Source: an optimization exercise on an open RTL-to-GDS flow (aim: small area). Production flows keep margins and buffers that such runs may drop. Power and IR drop assume default switching activity.

==> flow/design.v (excerpt) <==
module crc15_frame_engine (
    input  wire        clk,
    input  wire        rst,           
    input  wire [81:0] cw,            
    output wire        o_busy,
    output wire [14:0] o_crc,
    output wire        o_f_valid,
    output wire [10:0] o_f_id,
    output wire [3:0]  o_f_dlc,
    output wire [63:0] o_f_data,
    output wire [14:0] o_f_crc,
    output wire        o_err_len,
    output wire        o_err_sticky,
    output wire [15:0] o_rpm,
    output wire [7:0]  o_speed,
    output wire [6:0]  o_throttle,
    output wire        o_brake,
    output wire [7:0]  o_coolant,
    output wire [7:0]  o_steer,
    output wire [1:0]  o_phase
);
For scale: about 980 cells after synthesis, about 230 flip-flops, ~250 I/O pins, roughly 0.010 sq mm of cells after synthesis.
export LEC_CHECK = 0
export CAP_MARGIN = 20
export CORE_MARGIN = 2
export CORE_UTILIZATION = 40
export CTS_BUF_LIST = sky130_fd_sc_hd__clkbuf_16
export CTS_CLUSTER_DIAMETER = 120
export CTS_CLUSTER_SIZE = 25
export SLEW_MARGIN = 20
export SYNTH_HIERARCHICAL = 1
create_clock -name core_clock -period 10.0 [get_ports {clk}]
standard.sh (not shown) runs the stock make flow with config.mk's settings and CLKGATE_MAP_FILE= SYNTH_SCRIPT=/design/flow/synth_recipe.tcl, a recipe that flattens the netlist after the stock synthesis.
==> flow/flow/run.sh <==
#!/bin/bash
# Standard ORFS layout with smaller port buffers.
export BUFFER_PORTS_ARGS="-buffer_cell sky130_fd_sc_hd__buf_1"
bash standard.sh > standard.log 2>&1
The first run ran to the end with no violations.
Rerun with:
--- a/flow/config.mk
+++ b/flow/config.mk
@@ -8,8 +8,8 @@
 export CAP_MARGIN = 20
 export CORE_MARGIN = 2
-export CORE_UTILIZATION = 40
-export CTS_BUF_LIST = sky130_fd_sc_hd__clkbuf_16
-export CTS_CLUSTER_DIAMETER = 120
-export CTS_CLUSTER_SIZE = 25
+export CORE_UTILIZATION = 60
+export CTS_BUF_LIST = sky130_fd_sc_hd__clkbuf_8
+export CTS_CLUSTER_DIAMETER = 60
+export CTS_CLUSTER_SIZE = 14
 export SLEW_MARGIN = 20
 export SYNTH_HIERARCHICAL = 1
What happened: Routed wire length decreases by 8.8%; worst setup slack degrades by 32 ps; register-to-register slack gets worse by 40 ps; clock-buffer cell count is higher by 10; final area falls by 1.3%; worst hold slack degrades by 14 ps; sequential cell count does not change; cell count came out lower by 6.6%.
Rerun with:
--- a/flow/config.mk
+++ b/flow/config.mk
@@ -9,7 +9,7 @@
 export CORE_MARGIN = 2
 export CORE_UTILIZATION = 60
-export CTS_BUF_LIST = sky130_fd_sc_hd__clkbuf_8
-export CTS_CLUSTER_DIAMETER = 60
-export CTS_CLUSTER_SIZE = 14
+export CTS_BUF_LIST = sky130_fd_sc_hd__clkbuf_16
+export CTS_CLUSTER_DIAMETER = 100
+export CTS_CLUSTER_SIZE = 28
 export SLEW_MARGIN = 20
 export SYNTH_HIERARCHICAL = 1
What happened: Register-to-register slack stays flat; worst hold slack improves by 3.4 ps; setup slack improves by 58 ps; flip-flop and latch count stays the same; global-route usage shrinks by 0.16 points.
Rerun with:
--- a/flow/config.mk
+++ b/flow/config.mk
@@ -8,8 +8,8 @@
 export CAP_MARGIN = 20
 export CORE_MARGIN = 2
-export CORE_UTILIZATION = 60
+export CORE_UTILIZATION = 40
 export CTS_BUF_LIST = sky130_fd_sc_hd__clkbuf_16
-export CTS_CLUSTER_DIAMETER = 100
-export CTS_CLUSTER_SIZE = 28
+export CTS_CLUSTER_DIAMETER = 80
+export CTS_CLUSTER_SIZE = 30
 export SLEW_MARGIN = 20
 export SYNTH_HIERARCHICAL = 1
Setup slack got worse by 12 ps.
Total power rose by 6.7%.
Global-route usage fell by 7.7 points.
Sequential cell count does not change.
Cell area rose by 2.5%.
Clock skew fell by 4.8 ps.
Function was not checked in any run of this note: the RTL went through the layout flow alone.

* * *

The RTL this note starts from:
==> flow/design.v <==
module crc15_frame_engine (
    input  wire        clk,
    input  wire        rst,           
    input  wire [81:0] cw,            
    output wire        o_busy,
    output wire [14:0] o_crc,
    output wire        o_f_valid,
    output wire [10:0] o_f_id,
    output wire [3:0]  o_f_dlc,
    output wire [63:0] o_f_data,
    output wire [14:0] o_f_crc,
    output wire        o_err_len,
    output wire        o_err_sticky,
    output wire [15:0] o_rpm,
    output wire [7:0]  o_speed,
    output wire [6:0]  o_throttle,
    output wire        o_brake,
    output wire [7:0]  o_coolant,
    output wire [7:0]  o_steer,
    output wire [1:0]  o_phase
);
    localparam [14:0] POLY = 15'h4599;
    reg [14:0] crc;
    reg [6:0]  k;            
    reg [7:0]  speed;
    reg [6:0]  throttle;
    reg        brake;
    reg [6:0]  coolant;      
    reg [10:0] f_id;
    reg [3:0]  f_dlc;
    reg [63:0] f_data;
    reg [14:0] f_crc;
    reg        f_valid;
    reg [1:0]  phase;
    reg [3:0]  ticks;
    reg [2:0]  idx;
    reg        busy;
    reg [6:0]  cnt;          
    reg        tk;           
    reg [14:0] hdr;          
    reg [63:0] hd;           
    reg        err_len;
    reg        err_sticky;
    wire [2:0]  op      = cw[81:79];
    wire [3:0]  b_dlc   = cw[67:64];
    wire        t_man   = cw[9];
    wire        t_accel = cw[8];
    wire        t_brk   = cw[7];
    wire [6:0]  t_thr   = cw[6:0];
    wire op_clr   = (op == 3'd1);
    wire op_bit   = (op == 3'd2);
    wire op_build = (op == 3'd3);
    wire op_tick  = (op == 3'd4);
    wire dlc_bad  = (b_dlc > 4'd8);
    wire start    = (op_build & ~dlc_bad) | op_tick;
    wire [15:0] hdr_x    = {1'b0, hdr};
    wire        hdr_bit  = hdr_x[~cnt[3:0]];
    reg         data_bit;
    always @(*) begin
        case (cnt[6:3])
            4'd2:    data_bit = hd[62];
            4'd3:    data_bit = hd[54];
            4'd4:    data_bit = hd[46];
            4'd5:    data_bit = hd[38];
            4'd6:    data_bit = hd[30];
            4'd7:    data_bit = hd[22];
            4'd8:    data_bit = hd[14];
            default: data_bit = hd[6];
        endcase
    end
    wire s_bit = (cnt[6:4] == 3'd0) ? hdr_bit : data_bit;
    wire [3:0] end_byte = hdr[3:0] + 4'd2;
    wire last  = (cnt[2:0] == 3'd0) && (cnt[6:3] == end_byte);
    wire latch = busy & last;
    wire        crc_din = busy ? s_bit : cw[0];
    wire [14:0] crc_nx  = {crc[13:0], 1'b0} ^ ((crc_din ^ crc[14]) ? POLY : 15'h0000);
    wire [6:0] t_sat = (t_thr > 7'd100) ? 7'd100 : t_thr;
    wire [2:0] q = (t_sat >= 7'd100) ? 3'd5 :
                   (t_sat >= 7'd80)  ? 3'd4 :
                   (t_sat >= 7'd60)  ? 3'd3 :
                   (t_sat >= 7'd40)  ? 3'd2 :
                   (t_sat >= 7'd20)  ? 3'd1 : 3'd0;
    wire [6:0] thr_cap = (throttle >= 7'd71) ? 7'd80 : throttle + 7'd10;
    wire ph_idle   = (phase == 2'd0);
    wire ph_accel  = (phase == 2'd1);
    wire ph_cruise = (phase == 2'd2);
    wire ph_brake  = (phase == 2'd3);
    wire dec_mode = t_man ? (t_brk | ~t_accel) : ph_brake;
    wire dec_big  = ~t_man | t_brk;
    reg  [8:0] sp_delta;
    always @(*) begin
        if (dec_mode)      sp_delta = dec_big ? -9'sd10 : -9'sd2;
        else if (t_man)    sp_delta = {6'd0, q};
        else if (ph_accel) sp_delta = 9'd5;
        else               sp_delta = 9'd0;
    end
    wire [8:0] sp_sum = {1'b0, speed} + sp_delta;
    wire [7:0] n_speed = sp_sum[8] ? 8'd0 :
                         (sp_sum[7:0] > 8'd200) ? 8'd200 : sp_sum[7:0];
    wire [7:0] k_dif = {1'b0, k} - (dec_big ? 8'd6 : 8'd2);
    wire [6:0] k_dec = k_dif[7] ? 7'd0 : k_dif[6:0];
    wire [6:0] thr_set = t_man ? t_sat :
                         ph_accel ? thr_cap :
                         ph_cruise ? 7'd30 : 7'd0;
    wire [6:0] n_throttle = dec_mode ? 7'd0 : thr_set;
    wire [6:0] n_k        = dec_mode ? k_dec : thr_set;
    wire       n_brake    = dec_mode ? dec_big : (~t_man & ph_idle);
    wire ph_exit = ph_idle   ? (ticks == 4'd5) :
                   ph_accel  ? (speed >= 8'd95) :
                   ph_cruise ? (ticks == 4'd10) :
                               (speed <= 8'd10);
    wire [1:0] n_phase = t_man ? 2'd3 : ph_exit ? phase + 2'd1 : phase;
    wire [3:0] n_ticks = (t_man | ph_exit) ? 4'd0 : ticks + 4'd1;
    wire [6:0] n_coolant = (coolant == 7'd90) ? coolant : coolant + 7'd1;
    wire [2:0] n_idx = (idx == 3'd4) ? 3'd0 : idx + 3'd1;
    wire [11:0] rpm_h = 12'd425 + {1'b0, k, 4'b0} + {2'b0, k, 3'b0} + {5'b0, k};
    wire [15:0] rpm   = {3'b0, rpm_h, 1'b0};
    reg [14:0] tick_hdr;
    always @(*) begin
        case (idx)
            3'd0:    tick_hdr = {11'h0C0, 4'd2};
            3'd1:    tick_hdr = {11'h0D0, 4'd1};
            3'd2:    tick_hdr = {11'h0E0, 4'd2};
            3'd3:    tick_hdr = {11'h0F0, 4'd1};
            default: tick_hdr = {11'h100, 4'd1};
        endcase
    end
    reg [15:0] enc;
    always @(*) begin
        if (hdr[12])
            enc = 16'h0000;
        else case (hdr[9:8])
            2'd0:    enc = rpm;
            2'd1:    enc = {speed, 8'h00};
            2'd2:    enc = {1'b0, throttle, 7'b0, brake};
            default: enc = {1'b0, coolant, 8'h00};
        endcase
    end
    reg [63:0] hd_rot, hd_out, b_masked;
    integer j;
    always @(*) begin
        for (j = 0; j < 8; j = j + 1) begin
            hd_rot[63-8*j -: 8]   = {hd[62-8*j -: 7], hd[63-8*j]};
            hd_out[63-8*j -: 8]   = {hd[62-8*j -: 7], hd[63-8*j]};
            b_masked[63-8*j -: 8] = (j < b_dlc && !op[2]) ? cw[63-8*j -: 8] : 8'h00;
        end
    end
    wire ld_tick = tk & (cnt == 7'd1);
    wire [15:0] enc_rot = {enc[14:8], enc[15], enc[6:0], enc[7]};
    always @(posedge clk) begin
        if (busy) begin
            cnt <= cnt + 7'd1;
            hd  <= ld_tick ? {enc_rot, hd_rot[47:0]} : hd_rot;
        end else begin
            cnt <= 7'd1;
            tk  <= op_tick;
            hdr <= op_tick ? tick_hdr : cw[78:64];
            hd  <= b_masked;
        end
    end
    wire f_ld   = latch & ~rst;
    wire f_keep = ~latch & ~rst;
    wire [93:0] f_cur = {f_id, f_dlc, f_data, f_crc};
    wire [93:0] f_new = {hdr, hd_out, crc};
    wire [93:0] f_nxt;
    genvar g;
    generate
        for (g = 0; g < 94; g = g + 1) begin : g_f
            ao22 u_f (.a(f_new[g]), .b(f_ld), .c(f_cur[g]), .d(f_keep), .y(f_nxt[g]));
        end
    endgenerate
    always @(posedge clk) begin
        {f_id, f_dlc, f_data, f_crc} <= f_nxt;
    end
    always @(posedge clk) begin
        if (rst) begin
            crc        <= 15'h0000;
            k          <= 7'd0;
            speed      <= 8'd0;
            throttle   <= 7'd0;
            brake      <= 1'b1;
            coolant    <= 7'd20;
            f_valid    <= 1'b0;
            phase      <= 2'd0;
            ticks      <= 4'd0;
            idx        <= 3'd0;
            busy       <= 1'b0;
            err_len    <= 1'b0;
            err_sticky <= 1'b0;
        end else if (busy) begin
            f_valid <= 1'b0;
            err_len <= 1'b0;
            if (!last) begin
                crc <= crc_nx;
            end else begin
                f_valid <= 1'b1;
                busy    <= 1'b0;
            end
        end else begin
            f_valid <= 1'b0;
            err_len <= op_build & dlc_bad;
            if (op_build & dlc_bad)
                err_sticky <= 1'b1;
            if (op_bit)
                crc <= crc_nx;
            else if (op_clr | start)
                crc <= 15'h0000;
            busy <= start;
            if (op_tick) begin
                k        <= n_k;
                speed    <= n_speed;
                throttle <= n_throttle;
                brake    <= n_brake;
                coolant  <= n_coolant;
                phase    <= n_phase;
                ticks    <= n_ticks;
                idx      <= n_idx;
            end
        end
    end
    assign o_busy       = busy;
    assign o_crc        = crc;
    assign o_f_valid    = f_valid;
    assign o_f_id       = f_id;
    assign o_f_dlc      = f_dlc;
    assign o_f_data     = f_data;
    assign o_f_crc      = f_crc;
    assign o_err_len    = err_len;
    assign o_err_sticky = err_sticky;
    assign o_rpm        = rpm;
    assign o_speed      = speed;
    assign o_throttle   = throttle;
    assign o_brake      = brake;
    assign o_coolant    = {1'b0, coolant};
    assign o_steer      = 8'h00;
    assign o_phase      = phase;
endmodule
module ao22 (input wire a, input wire b, input wire c, input wire d, output wire y);
    assign y = (a & b) | (c & d);
endmodule
==> flow/config.mk <==
export PLATFORM = sky130hd
export DESIGN_NAME = crc15_frame_engine
export DESIGN_NICKNAME = crc15_frame_engine
export VERILOG_FILES = /design/flow/design.v
export SDC_FILE = /design/flow/constraint.sdc
export NUM_CORES = 4
export LEC_CHECK = 0
export CAP_MARGIN = 20
export CORE_MARGIN = 2
export CORE_UTILIZATION = 40
export CTS_BUF_LIST = sky130_fd_sc_hd__clkbuf_4
export SLEW_MARGIN = 20
export SYNTH_HIERARCHICAL = 1
==> flow/constraint.sdc <==
create_clock -name core_clock -period 10.0 [get_ports {clk}]
set_input_delay 2.0000 -clock core_clock [delete_from_list [all_inputs] [get_ports {clk}]]
set_output_delay 2.0000 -clock core_clock [all_outputs]
set_load 0.01 [all_outputs]
==> flow/flow/run.sh <==
#!/bin/bash
# Standard ORFS layout; the only change is the cell used to buffer the ports.
export BUFFER_PORTS_ARGS="-buffer_cell sky130_fd_sc_hd__buf_1"
bash standard.sh > standard.log 2>&1
The baseline completed without violations.
Next try:
==> flow/run.sh (new file) <==
#!/bin/bash
# synth_recipe.tcl (not shown) runs the flow's synth.tcl, then flattens the netlist and writes it again
# the make line also repeats each setting of config.mk as NAME=value (left out here)
make -C /OpenROAD-flow-scripts/flow DESIGN_CONFIG=/design/flow/config.mk WORK_HOME=/design/flow/orfs CLKGATE_MAP_FILE= SYNTH_SCRIPT=/design/flow/synth_recipe.tcl finish
--- a/flow/config.mk
+++ b/flow/config.mk
@@ -9,5 +9,4 @@
 export CORE_MARGIN = 2
 export CORE_UTILIZATION = 40
-export CTS_BUF_LIST = sky130_fd_sc_hd__clkbuf_4
 export SLEW_MARGIN = 20
 export SYNTH_HIERARCHICAL = 1
removed: flow/flow/run.sh
removed: flow/standard.sh
=> Die area is unchanged; routed wire length rose by 2.7%; sequential cell count is unchanged; sequential power stays flat; final area came out higher by 12%.
Function was not checked in any run of this note: the RTL went through the layout flow alone.

-- what the ideal ports hide --
No port has a modelled driver above. Below, the same layouts with a new extraction and two added sets of constraints. Step 1 (the two cells are an assumption about what drives the block):
set clk [get_ports {clk}]
set_driving_cell -lib_cell sky130_fd_sc_hd__clkbuf_16 $clk
set_driving_cell -lib_cell sky130_fd_sc_hd__buf_2 [delete_from_list [all_inputs] $clk]
Step 2 times the ports against the registers' clock, not the clock port: input delays grow and output delays shrink by t, the midpoint of the rising clock arrivals with the driver on. a / b / c = ideal / step 1 / step 2; a / b = the first two.
| run | t, ns | setup WS [ns] | clock arrival spread, ns |
|---|---|---|---|
| the first run of note 1 | 0.528 | 4.352 / 4.305 / 4.833 | 0.028 / 0.028 |
| the second run of note 1 | 0.556 | 4.320 / 4.282 / 4.599 | 0.026 / 0.025 |
| the third run of note 1 | 0.518 | 4.378 / 4.334 / 4.579 | 0.035 / 0.035 |
| the fourth run of note 1 | 0.536 | 4.366 / 4.317 / 4.853 | 0.031 / 0.030 |
| the first run of note 2 | 0.676 | 4.327 / 4.283 / 4.561 | 0.045 / 0.045 |
| the second run of note 2 | 0.567 | 3.997 / 3.950 / 4.185 | 0.011 / 0.011 |
After both steps every run listed still meets setup and hold.
